Source: an optimization exercise on an open RTL-to-GDS flow (aim: small area, a short achievable clock period and few clock cycles per item). Production flows keep margins and buffers that such runs may drop.
Only simulation tests tie the RTL to the original design; equivalence was not proved.

## sierra
==> flow/design.v (excerpt) <==
module lpc_synth (
    input  wire        clk,
    input  wire        rst,
    input  wire        in_valid,
    output wire        in_ready,
    input  wire        unvoiced,
    input  wire [7:0]  pitch,
    input  wire [9:0]  energy,
    input  wire [99:0] k,           
    output reg         out_valid,
    output wire [9:0]  out_sample
);
    localparam [1:0] S_IDLE = 2'd0,    
                     S_C1   = 2'd1,
                     S_C2   = 2'd2,
                     S_C3   = 2'd3;
    reg [1:0]  st;
    reg [1:0]  st_next;
    reg [14:0] kd  [0:4];           
    reg [14:0] b_r [0:4];           
    reg [15:0] p_r [0:4];           
    reg [18:0] base_r;              
    reg [13:0] u10v_r;              
    reg [9:0]  prev_energy;
    reg [14:0] x   [0:9];
    reg [14:0] xn  [0:9];           
    reg [4:0]  sel3, sel4;
    reg        hi_ok, lo_ok;
    wire accept = (st == S_C3);
    assign in_ready = (st == S_C3);
    always @(*) begin
        case (st)
            S_IDLE:  st_next = in_valid ? S_C1 : S_IDLE;
            S_C1:    st_next = S_C2;
            S_C2:    st_next = S_C3;
            default: st_next = S_IDLE;
        endcase
        if (rst)
            st_next = S_IDLE;
    end
    wire [7:0] exc;
    wire [7:0] chirp_next;
    wire       noise_neg;
    lpc_excitation u_exc (
        .clk        (clk),
        .rst        (rst),
        .step       (accept),
        .unvoiced   (unvoiced),
        .pitch      (pitch),
        .exc        (exc),
        .chirp_next (chirp_next),
        .noise_neg  (noise_neg)
    );
    wire [13:0] e8  = {{1{prev_energy[9]}}, prev_energy, 3'd0};
    wire [13:0] u10 = !hi_ok   ? 14'd0 :
                      unvoiced ? (noise_neg ? -e8 : e8) : u10v_r;
    wire [15:0] m [0:4];
    genvar g;
    generate
        for (g = 0; g < 5; g = g + 1) begin : g_mul
            wire [14:0] c = (g < 4 ? {15{sel3[g]}} & x[g+5] : 15'd0)
  ...
Settings: LEC_CHECK=0, CAP_MARGIN=20, CORE_MARGIN=2, CORE_UTILIZATION=40, SLEW_MARGIN=20; clock period 12.0 ns.
standard.sh (not shown) runs the stock make flow with config.mk's settings and CLKGATE_MAP_FILE= SYNTH_SCRIPT=/design/flow/synth_recipe.tcl, a recipe that flattens the netlist after the stock synthesis.
==> flow/flow/run.sh <==
#!/bin/bash
# The standard layout (the standard.sh: ORFS synthesis to finish, then
# the final DEF), with timing repair aiming 9 ns below the clock period so
# the resizer also works on paths that already meet the 12 ns clock.
set -o pipefail
bash standard.sh SETUP_SLACK_MARGIN=9 finish > standard.log 2>&1
sierra: all stages complete, timing, DRC and antenna checks passed
Testbench counts of sierra, summed over its fixed seeds: cycles 64,008, items 16,000.
> inputs changed (sierra -> cedar)
==> flow/flow/run.sh <==
#!/bin/bash
# The standard layout (the standard.sh: ORFS synthesis to finish, then
# the final DEF), with timing repair aiming 7.5 ns below the clock period so
# the resizer also works on paths that already meet the 12 ns clock.
set -o pipefail
bash standard.sh SETUP_SLACK_MARGIN=7.5 finish > standard.log 2>&1
--- outcome ---
- sierra and cedar all finish clean.
- Comparing sierra and cedar, placement-stage worst setup slack is higher on sierra.
- In cedar the final instance area turned out 10% lower than in sierra.
- Wire length on met3 on cedar is up relative to sierra.
- Between sierra and cedar, the critical path depth is lower for cedar.
- Of the two candidates, sierra has the better worst hold slack and cedar the worse one.
- Changes observed in cedar relative to sierra: utilization of the core after routing went down; final cell count went down; arrival time at the worst endpoint went down.

* * *

lpc_synth, a different RTL version from the one above (not shown whole).
For scale: roughly 450 flip-flops, about 130 I/O pins, about 39000 um2 of cells after synthesis.
Settings: LEC_CHECK=0, CAP_MARGIN=20, CORE_MARGIN=2, CORE_UTILIZATION=40, SLEW_MARGIN=20; clock period 12.0 ns.
==> flow/flow/run.sh <==
#!/bin/bash
# The standard layout (the standard.sh: ORFS synthesis to finish, then
# the final DEF), with timing repair aiming 7 ns below the clock period so
# the resizer also works on paths that already meet the 12 ns clock.
set -o pipefail
bash standard.sh SETUP_SLACK_MARGIN=7 finish > standard.log 2>&1
Testbench counts at the start, summed over its fixed seeds: cycles 64,008, items 16,000.
Change:
==> flow/flow/run.sh (replaced) <==
#!/bin/bash
# The standard layout (the standard.sh: ORFS synthesis to finish, then
# the final DEF), with timing repair aiming 7.5 ns below the clock period so
# the resizer also works on paths that already meet the 12 ns clock.
set -o pipefail
bash standard.sh SETUP_SLACK_MARGIN=7.5 finish > standard.log 2>&1
Global-route usage came out higher by 1.2 points; final area rises by 9.2%; register-to-register slack improves by 0.10 ns; sequential share of layout area drops by 2.0 points; via count grows by 4.8%; routed wire length increases by 6.9%; clock skew climbs by 0.024 ns; utilization went up by 4.2 points; final cell count went up by 4.1%; worst setup slack improves by 0.10 ns.

-- re-timing with driven ports --
No port has a modelled driver above. Below, the same layouts with a new extraction and two added sets of constraints. Step 1 sets driving cells, clkbuf_16 on the clock port and buf_2 on the other inputs (assumed; they add their load-dependent delay and slew). Step 2 moves the port delays by t, midway between the first and last clock arrival at a register: inputs arrive t later, outputs are due t later. That takes back most of the time a late clock gives input paths. Slacks: ideal / step 1 / step 2; pairs: ideal / step 1.
| run | shift t [ns] | setup slack, ns | hold slack, ns | worst setup path at the end |
|---|---|---|---|---|
| sierra | 0.703 | 7.032 / 7.032 / 7.032 | 0.467 / 0.467 / 0.467 | register to register |
| cedar | 0.702 | 7.071 / 7.071 / 6.862 | 0.454 / 0.454 / 0.454 | input to register |
| the first run of note 2 | 0.675 | 6.964 / 6.964 / 6.474 | 0.456 / 0.456 / 0.456 | input to register |
| the second run of note 2 | 0.713 | 7.066 / 7.066 / 6.925 | 0.453 / 0.453 / 0.453 | input to register |
After both steps every run listed still meets setup and hold. The setup slack of the first run of note 2, which loses most, moves by 0.000 ns with the drivers and by -0.490 ns with both steps.
